From an optimization exercise on the open Yosys and OpenROAD flow, aimed at small area; shortcuts taken in it are not production practice. Function was checked by simulation only, so behaviour that the tests miss may differ from the original.

<file path="design/flow/config.mk">
export PLATFORM = sky130hd
export DESIGN_NAME = iot_sae
export DESIGN_NICKNAME = iot_sae
export VERILOG_FILES = /design/flow/design.v
export SDC_FILE = /design/flow/constraint.sdc
export NUM_CORES = 4
export LEC_CHECK = 0
export CAP_MARGIN = 20
export CORE_MARGIN = 2
export CORE_UTILIZATION = 40
export SLEW_MARGIN = 20
</file>
<file path="design/flow/run.sh">
#!/bin/bash
# synth_recipe.tcl (not shown) runs the flow's synth.tcl, then flattens the netlist and writes it again
# the make line also repeats each setting of config.mk as NAME=value (left out here)
make -C /OpenROAD-flow-scripts/flow DESIGN_CONFIG=/design/flow/config.mk WORK_HOME=/design/flow/orfs CLKGATE_MAP_FILE= SYNTH_SCRIPT=/design/flow/synth_recipe.tcl finish
</file>
<file path="design/flow/design.v">
module iot_sae (
    input  wire        clk,
    input  wire        rst,             
    input  wire        FAULT_POLICY,    
    output wire        bus_req,
    input  wire        bus_ack,
    output reg  [2:0]  bus_op,
    output wire        bus_cont,
    output reg  [7:0]  bus_cmd,
    output wire [63:0] bus_addr,
    input  wire [1:0]  bus_status,
    input  wire [7:0]  bus_rdata,
    input  wire [63:0] bus_raddr,
    output wire        pin_req,
    input  wire        pin_ack,
    output wire        pin_op,
    output wire        pin_level,
    output wire        pin_ch,
    input  wire        pin_err,
    input  wire [9:0]  adc_data,
    output wire        pers_req,
    input  wire        pers_ack,
    output reg  [7:0]  pers_sid,
    output wire [1:0]  pers_vkind,
    output wire [38:0] pers_vnum,
    input  wire        pers_err,
    output wire        dly_req,
    input  wire        dly_ack,
    output reg  [25:0] dly_us,
    output reg         diag_valid,
    output reg  [7:0]  diag_sid,
    output reg  [3:0]  diag_kind,
    output wire [3:0]  st,
    output wire [3:0]  ph,
    output reg         fault,
    output reg  [3:0]  fault_code,
    output reg  [7:0]  fault_sid,
    output wire [7:0]  pidx
);
    localparam integer N_PROBES = 4;
    localparam [7:0] SID_DUST = N_PROBES + 1;
    localparam [7:0] SID_HUM  = N_PROBES + 2;
    localparam [7:0] CMD_CONVERT_T       = 8'h44;
    localparam [7:0] CMD_READ_SCRATCHPAD = 8'hBE;
    localparam [3:0] S_INIT_RESET = 4'd0, S_INIT_ENUM = 4'd1, S_IDLE = 4'd2,
                     S_START_CONV = 4'd3, S_AWAIT_CONV = 4'd4, S_READ_TEMP = 4'd5,
                     S_READ_DUST  = 4'd6, S_READ_HUM   = 4'd7, S_SLEEP    = 4'd8,
                     S_FAULT      = 4'd9;
    localparam [7:0] W_INIT_RESET = 8'h00, W_INIT_ENUM = 8'h10, W_IDLE = 8'h20,
                     W_START_CONV = 8'h30, W_AWAIT_CONV = 8'h40,
                     W_RT_CMD = 8'h50, W_RT_BYTE = 8'h51, W_RT_CHECK = 8'h52, W_RT_PERSIST = 8'h53,
                     W_DS_LED_ON = 8'h60, W_DS_HOLD_RISE = 8'h61, W_DS_SAMPLE = 8'h62,
                     W_DS_HOLD_PULSE = 8'h63, W_DS_LED_OFF = 8'h64, W_DS_HOLD_SETTLE = 8'h65,
                     W_DS_CONVERT = 8'h66, W_DS_PERSIST = 8'h67,
                     W_HM_SAMPLE = 8'h70, W_HM_PERSIST = 8'h71,
                     W_SLEEP = 8'h80, W_FAULT = 8'h90;
    localparam [3:0] E_NO_DEVICES = 4'd1, E_INSUFFICIENT = 4'd2, E_BUS_DATA = 4'd3,
                     E_PIN_WRITE = 4'd5, E_CRC = 4'd6, E_BATCH = 4'd7, E_PERSIST = 4'd8;
    localparam [1:0] V_NONE = 2'd0, V_TEMP = 2'd1, V_DUST = 2'd2, V_HUM = 2'd3;
    reg  [3:0]  st_q, ph_q;
    reg         pol;
    reg  [7:0]  eidx;
    reg  [7:0]  pidx_q;
    reg  [63:0] addr_tab [0:N_PROBES-1];
    reg  [7:0]  sp [0:8];
    reg  [3:0]  bcnt;
    reg  [4:0]  k;
    reg  [13:0] sum;
    reg  [1:0]  vkind;
    reg  [38:0] vnum;
    reg         run;
    reg         diag2_pend;
    wire [7:0] w = {st_q, ph_q};
    assign st   = st_q;
    assign ph   = ph_q;
    assign pidx = pidx_q;
    reg is_bus, is_pin, is_pers, is_dly;
    always @* begin
        is_bus  = 1'b0;
        is_pin  = 1'b0;
        is_pers = 1'b0;
        is_dly  = 1'b0;
        case (w)
            W_INIT_RESET, W_INIT_ENUM, W_START_CONV, W_RT_CMD, W_RT_BYTE: is_bus = 1'b1;
            W_DS_LED_ON, W_DS_SAMPLE, W_DS_LED_OFF, W_HM_SAMPLE:          is_pin = 1'b1;
            W_RT_PERSIST, W_DS_PERSIST, W_HM_PERSIST:                     is_pers = 1'b1;
            W_AWAIT_CONV, W_DS_HOLD_RISE, W_DS_HOLD_PULSE, W_DS_HOLD_SETTLE, W_SLEEP:
                                                                           is_dly = 1'b1;
            default: ;
        endcase
    end
    wire can_call = run & ~diag2_pend;
    assign bus_req  = is_bus  & can_call;
    assign pin_req  = is_pin  & can_call;
    assign pers_req = is_pers & can_call;
    assign dly_req  = is_dly  & can_call;
    always @* begin
        case (w)
            W_INIT_RESET: bus_op = 3'd0;
            W_INIT_ENUM:  bus_op = 3'd1;
            W_RT_BYTE:    bus_op = 3'd3;
            default:      bus_op = 3'd2;
        endcase
        bus_cmd = (w == W_RT_CMD) ? CMD_READ_SCRATCHPAD : CMD_CONVERT_T;
    end
    assign bus_cont = (eidx != 8'd0);
    assign bus_addr = addr_tab[pidx_q[1:0]];
    assign pin_op    = (w == W_DS_SAMPLE) || (w == W_HM_SAMPLE);
    assign pin_level = (w == W_DS_LED_ON);
    assign pin_ch    = (w == W_HM_SAMPLE);
    always @* begin
        case (w)
            W_DS_PERSIST: pers_sid = SID_DUST;
            W_HM_PERSIST: pers_sid = SID_HUM;
            default:      pers_sid = pidx_q + 8'd1;
        endcase
    end
    assign pers_vkind = vkind;
    assign pers_vnum  = vnum;
    always @* begin
        case (w)
            W_DS_HOLD_RISE:   dly_us = 26'd280;
            W_DS_HOLD_PULSE:  dly_us = 26'd40;
            W_DS_HOLD_SETTLE: dly_us = 26'd9680;
            W_SLEEP:          dly_us = 26'd60000000;
            default:          dly_us = 26'd1000000;
        endcase
    end
    reg [7:0] crc;
    reg [7:0] crc_b;
    reg       crc_mix;
    integer   ci, cj;
    always @* begin
        crc = 8'h00;
        for (ci = 0; ci < 8; ci = ci + 1) begin
            crc_b = sp[ci];
            for (cj = 0; cj < 8; cj = cj + 1) begin
                crc_mix = crc[0] ^ crc_b[0];
                crc     = crc >> 1;
                if (crc_mix) crc = crc ^ 8'h8C;
                crc_b   = crc_b >> 1;
            end
        end
    end
    wire crc_match = (crc == sp[8]);
    wire [15:0] t16 = {sp[1], sp[0]};
    reg [38:0] dust_num;
    always @* begin
        if (sum <= 14'd1964)
            dust_num = 39'd0;
        else if (sum <= 14'd11457)
            dust_num = 39'd125 * {25'd0, sum} - 39'd245520;
        else
            dust_num = 39'd1424016;
    end
    wire signed [39:0] hum_r   = {30'd0, adc_data};
    wire signed [39:0] hum_num = 40'sd31325 * hum_r * hum_r
                               + 40'sd132637065 * hum_r
                               - 40'sd7892921718;
    wire last_probe = (pidx_q == N_PROBES - 1);
    task automatic enter_fault(input [3:0] code, input [7:0] sid);
        begin
            st_q       <= S_FAULT;
            ph_q       <= 4'd0;
            fault      <= 1'b1;
            fault_code <= code;
            fault_sid  <= sid;
        end
    endtask
    task automatic emit(input [7:0] sid, input [3:0] kind);
        begin
            diag_valid <= 1'b1;
            diag_sid   <= sid;
            diag_kind  <= kind;
        end
    endtask
    task automatic advance;
        begin
            if (!last_probe) begin
                pidx_q <= pidx_q + 8'd1;
                st_q   <= S_START_CONV;
                ph_q   <= 4'd0;
            end else begin
                pidx_q <= 8'd0;
                st_q   <= S_READ_DUST;
                ph_q   <= 4'd0;
                k      <= 5'd0;
                sum    <= 14'd0;
            end
        end
    endtask
    task automatic batch_fail;
        begin
            emit(SID_DUST, E_PIN_WRITE);
            diag2_pend <= 1'b1;
            if (pol) begin
                st_q <= S_READ_HUM;
                ph_q <= 4'd0;
            end else begin
                enter_fault(E_BATCH, SID_DUST);
            end
        end
    endtask
    always @(posedge clk) begin
        if (rst) begin
            run        <= 1'b0;
            st_q       <= S_INIT_RESET;
            ph_q       <= 4'd0;
            pol        <= FAULT_POLICY;
            eidx       <= 8'd0;
            pidx_q     <= 8'd0;
            bcnt       <= 4'd0;
            k          <= 5'd0;
            sum        <= 14'd0;
            vkind      <= V_NONE;
            vnum       <= 39'd0;
            fault      <= 1'b0;
            fault_code <= 4'd0;
            fault_sid  <= 8'd0;
            diag_valid <= 1'b0;
            diag_sid   <= 8'd0;
            diag_kind  <= 4'd0;
            diag2_pend <= 1'b0;
        end else begin
            run        <= 1'b1;
            diag_valid <= 1'b0;
            if (diag2_pend) begin
                emit(SID_DUST, E_BATCH);
                diag2_pend <= 1'b0;
            end else if (run) begin
                case (w)
                W_INIT_RESET:
                    if (bus_ack) begin
                        case (bus_status)
                            2'd0: st_q <= S_INIT_ENUM;
                            2'd1: begin
                                emit(8'd0, E_NO_DEVICES);
                                enter_fault(E_NO_DEVICES, 8'd0);
                            end
                            default: begin
                                emit(8'd0, E_BUS_DATA);
                                enter_fault(E_BUS_DATA, 8'd0);
                            end
                        endcase
                    end
                W_INIT_ENUM:
                    if (bus_ack) begin
                        if (bus_status == 2'd0) begin
                            addr_tab[eidx[1:0]] <= bus_raddr;
                            eidx <= eidx + 8'd1;
                            if (eidx == N_PROBES - 1)
                                st_q <= S_IDLE;
                        end else if (eidx == 8'd0) begin
                            emit(8'd0, E_NO_DEVICES);
                            enter_fault(E_NO_DEVICES, 8'd0);
                        end else begin
                            emit(8'd0, E_INSUFFICIENT);
                            enter_fault(E_INSUFFICIENT, 8'd0);
                        end
                    end
                W_IDLE:
                    st_q <= S_START_CONV;
                W_START_CONV:
                    if (bus_ack) st_q <= S_AWAIT_CONV;
                W_AWAIT_CONV:
                    if (dly_ack) begin
                        st_q <= S_READ_TEMP;
                        ph_q <= 4'd0;
                    end
                W_RT_CMD:
                    if (bus_ack) begin
                        bcnt <= 4'd0;
                        ph_q <= 4'd1;
                    end
                W_RT_BYTE:
                    if (bus_ack) begin
                        sp[bcnt] <= bus_rdata;
                        bcnt     <= bcnt + 4'd1;
                        if (bcnt == 4'd8) ph_q <= 4'd2;
                    end
                W_RT_CHECK:
                    if (crc_match) begin
                        vkind <= V_TEMP;
                        vnum  <= {{23{t16[15]}}, t16};
                        ph_q  <= 4'd3;
                    end else begin
                        emit(pidx_q + 8'd1, E_CRC);
                        if (pol) advance;
                        else     enter_fault(E_CRC, pidx_q + 8'd1);
                    end
                W_RT_PERSIST:
                    if (pers_ack) begin
                        if (!pers_err) begin
                            advance;
                        end else begin
                            emit(pidx_q + 8'd1, E_PERSIST);
                            if (pol) advance;
                            else     enter_fault(E_PERSIST, pidx_q + 8'd1);
                        end
                    end
                W_DS_LED_ON:
                    if (pin_ack) begin
                        if (!pin_err) ph_q <= 4'd1;
                        else          batch_fail;
                    end
                W_DS_HOLD_RISE:
                    if (dly_ack) ph_q <= 4'd2;
                W_DS_SAMPLE:
                    if (pin_ack) begin
                        sum  <= sum + {4'd0, adc_data};
                        ph_q <= 4'd3;
                    end
                W_DS_HOLD_PULSE:
                    if (dly_ack) ph_q <= 4'd4;
                W_DS_LED_OFF:
                    if (pin_ack) begin
                        if (!pin_err) ph_q <= 4'd5;
                        else          batch_fail;
                    end
                W_DS_HOLD_SETTLE:
                    if (dly_ack) begin
                        k <= k + 5'd1;
                        if (k == 5'd15) ph_q <= 4'd6;
                        else            ph_q <= 4'd0;
                    end
                W_DS_CONVERT: begin
                    vkind <= V_DUST;
                    vnum  <= dust_num;
                    ph_q  <= 4'd7;
                end
                W_DS_PERSIST:
                    if (pers_ack) begin
                        if (!pers_err) begin
                            st_q <= S_READ_HUM;
                            ph_q <= 4'd0;
                        end else begin
                            emit(SID_DUST, E_PERSIST);
                            if (pol) begin
                                st_q <= S_READ_HUM;
                                ph_q <= 4'd0;
                            end else begin
                                enter_fault(E_PERSIST, SID_DUST);
                            end
                        end
                    end
                W_HM_SAMPLE:
                    if (pin_ack) begin
                        vkind <= V_HUM;
                        vnum  <= hum_num[38:0];
                        ph_q  <= 4'd1;
                    end
                W_HM_PERSIST:
                    if (pers_ack) begin
                        if (!pers_err) begin
                            st_q <= S_SLEEP;
                            ph_q <= 4'd0;
                        end else begin
                            emit(SID_HUM, E_PERSIST);
                            if (pol) begin
                                st_q <= S_SLEEP;
                                ph_q <= 4'd0;
                            end else begin
                                enter_fault(E_PERSIST, SID_HUM);
                            end
                        end
                    end
                W_SLEEP:
                    if (dly_ack) begin
                        st_q <= S_START_CONV;
                        ph_q <= 4'd0;
                    end
                W_FAULT: ;
                default: begin
                    st_q  <= S_FAULT;
                    ph_q  <= 4'd0;
                    fault <= 1'b1;
                end
                endcase
            end
        end
    end
endmodule
</file>
<file path="design/flow/constraint.sdc">
create_clock -name core_clock -period 18.0 [get_ports {clk}]
set_input_delay 3.6000 -clock core_clock [delete_from_list [all_inputs] [get_ports {clk}]]
set_output_delay 3.6000 -clock core_clock [all_outputs]
set_load 0.01 [all_outputs]
</file>
==> flow_summary_export.csv <==
group,metric,value,unit
route,num_vias,24980,
timing,fin_worst_skew,0.02711,ns
logic_synthesis,synth_top_area_share,26.01,%
grt,grt_pass1_wl,160000,um
critical_path,setup.worst_path.start_class,"primary input",
logic_synthesis,async_flop_share,0,%
logic_synthesis,synth_edf_count,329,
clocking,clock_latency,0.60,ns
final_layout,drive_gt1_share,5.876,%
final_layout,area_delta_synth_final,14.66,%
min_path,min_path_type,"flop to flop",
critical_path,critical_path_class,"primary input to flop",
grt,use_met1,29.54,%
timing,tns,0,ns
timing,fin_crit_sh,89.52,%
route,routed_wl,101700,um
clocking,cts.repair.resized,0,
floorplan,start_util,40.15,%
clocking,htreeDepth,2,
critical_path,slowest_stage,"nor3b_1",
floorplan,rows,113,
logic_synthesis,synth.distinct_cells,79,
logic_synthesis,synth_area,37980,um^2
timing,tightestPinTransition,1.137,ns
timing,grt_setup_unrepaired,"false",
floorplan,top_level_ports,293,
timing,relSlewSlack,23.65,%
critical_path,required,18.48,ns
placed_design,hpwlAfterDp,79360,um
clocking,cts_max_path_buffers,3,
final_layout,regArea,12230,um^2
route,wl_per_cell,20.78,um
route,antenna_left,0,
timing,finalHoldViolations,0,
critical_path,critical_path.most_common_cell,"fa_1",
critical_path,critPathMaxFanout,24,
floorplan,core,94590,um^2
route,drtIter0Drc,1681,
grt,grt_use_met3,3.769,%
clocking,cts_setup_buffers,0,
clocking,numCtsBuffers,44,
timing,max_freq,62.06,MHz
timing,fin_crit,16.11,ns
final_layout,nNetsFinal,4417,
placed_design,place.gp.congestion,0.9247,
floorplan,die_h,312.1,um
logic_synthesis,yosys_most_used_dff,"edfxtp_1",
placed_design,place_area,42110,um^2
job,maxCapViolCount,0,
critical_path,cp_slowest_stage_delay,0.64,ns
clocking,clk_pin_slew,0.07,ns
logic_synthesis,yosysMostFrequentCell,"inv_1",
timing,slew_viol_final,0,
grt,grt_max_degree,65,
logic_synthesis,synthTopCellsByCount,"556 x inv_1, 416 x fa_1, 329 x edfxtp_1",
floorplan,die_area,97430,um^2
clocking,ctsHoldBuffers,0,
logic_synthesis,synth_area_leaders,"edfxtp_1 26%, fa_1 22%, ha_1 10%, dfxtp_1 6.2%, inv_1 5.5%",
critical_path,arrival,16.59,ns
grt,grt.busiest_layer,"met2",
final_layout,fillCellCount,8836,
grt,antenna_found_initial,5,
floorplan,die_w,312.1,um
logic_synthesis,ys_warn_count,1,
clocking,cts_num_sinks,446,
route,viasPerCell,5.104,
critical_path,cp-end-kind,"flop",
final_layout,stdcell_area,43550,um^2
logic_synthesis,syn_avg_cell_area,11.40,um^2
grt,grt_overflow,0,
grt,met2_usage,34.78,%
final_layout,multiInputGateArea,23170,um^2
clocking,cts_root_buf,"clkbuf_16",
timing,finalSetupViolCount,0,
run_status,status,"no timing/DRC/antenna violations",
logic_synthesis,synth-seq-cells,446,
clocking,cts_tree,"done",
route,drc,0,
route,first_pass_iters,6,
placed_design,io_buffers,281,
logic_synthesis,yosysTopAreaCell,"edfxtp_1",
logic_synthesis,netlist_instances,3331,
logic_synthesis,synth_seq_area_share,32.18,%
grt,grt_pass1_vias,26410,
grt,grtUsageTotal,21.25,%
per-layer routing:
layer | part of all wire (%) | wire length (um)
met2 | 48 | 48310
met5 | 0.013 | 13
met1 | 45 | 45380
met4 | 2.0 | 2076
met3 | 5.8 | 5892
layout make-up:
type	count	area share (%)
diodes	3	0.01724
well taps	1265	3.635
multi-input cells	2217	53.20
flip-flops and latches	446	28.08
clock buffers	54	2.661
repair buffers	320	7.042
inverters	561	4.836
clock inverters	27	0.5287
critical path: cells and delay by family:
kind / cells / cell delay [ns]
adders and majority gates: 14 / 6.03
AOI/OAI and AO/OA: 21 / 4.29
and+or+nand+nor: 5 / 1.46
buffers and inverters: 7 / 1.09
xor gates and xnor gates: 1 / 0.08
cells in the final DEF (no fill, tap or decap), drive strengths merged, types with 12 or more instances in the layout:
cell type,instances
ha,318
o21a,18
nand4,12
clkinv,23
dfxtp,117
a211o,18
nand3,40
xnor3,45
mux2i,27
a21boi,19
a21oi,115
nand2,230
xor2,54
inv,559
or3,15
nor2b,23
and2,97
a211oi,16
edfxtp,329
a21o,22
nor2,189
clkdlybuf4s50,273
nor4,13
a22o,16
o21ai,100
nor3,58
xnor2,138
and3,20
nand2b,22
clkbuf,56
fa,416
mux4,64
buf,45
flip-flops by register name, indices dropped and copies added (netlist names), 5 cells and up, named ones only:
register	flops
addr_tab	256
diag_sid	8
eidx	8
fault_sid	8
k	5
pidx_q	8
sp	72
sum	14
vnum	39
logic make-up (layout without fill, tap and decap cells):
kind of cell	Yosys count	after routing	share of synthesized area (%)
compound gates	391	391	6.665
xor+xnor	248	248	7.999
fa+ha+maj	734	734	32.40
buf+inv	677	962	6.961
flops	446	446	32.18
mux	91	91	4.507
other cells	2	14	0.01977
simple gates	742	742	9.264
through the flow:
| stage | cells | hold WS [ns] | setup WS [ns] | util [%] |
|---|---|---|---|---|
| global placement | 4805 | 0.4343 | 1.607 | 44.52 |
| global route | 4893 | 0.4643 | 1.130 | 46.04 |
| floorplan | 3340 | 0.4424 | 3.023 | - |
| CTS | 4886 | 0.4511 | 2.015 | 45.99 |
| detailed placement | 4805 | 0.4401 | 1.448 | 44.52 |
| finish | 4893 | 0.4463 | 1.887 | 46.04 |
final timing paths:
kind	from	to	cells after the start	slack [ns]
max reg2reg	sum[1]	vnum[38]	25	10.71
max	adc_data[3]	vnum[37]	48	1.89
min reg2reg	vkind[1]	vkind[1]	2	0.45
min	vkind[1]	vkind[1]	2	0.45

## what the ideal ports hide
The results above use ideal ports. As a check the final layout listed here was re-extracted and re-timed, cells and wires unchanged. Step 1 (the two cells are an assumption about what drives the block):
set clk [get_ports {clk}]
set_driving_cell -lib_cell sky130_fd_sc_hd__clkbuf_16 $clk
set_driving_cell -lib_cell sky130_fd_sc_hd__buf_2 [delete_from_list [all_inputs] $clk]
Step 2, shift: input delay + t, output delay - t, t = (earliest + latest rising clock arrival at the registers) / 2. This alone moves slack from input paths to output paths. Three values: no drivers, after step 1, after step 2; two values: the first two.
t, ns: 0.645
slack for setup (ns): 1.887 / 1.920 / 1.275
worst setup path after step 2: input to register
slew at the worst register clock pin (ns): 0.07 / 0.07
pins driven straight from the clock port: 1
After both steps this run still meets setup and hold. The setup slack of this run moves by +0.033 ns with the drivers and by -0.612 ns with both steps.
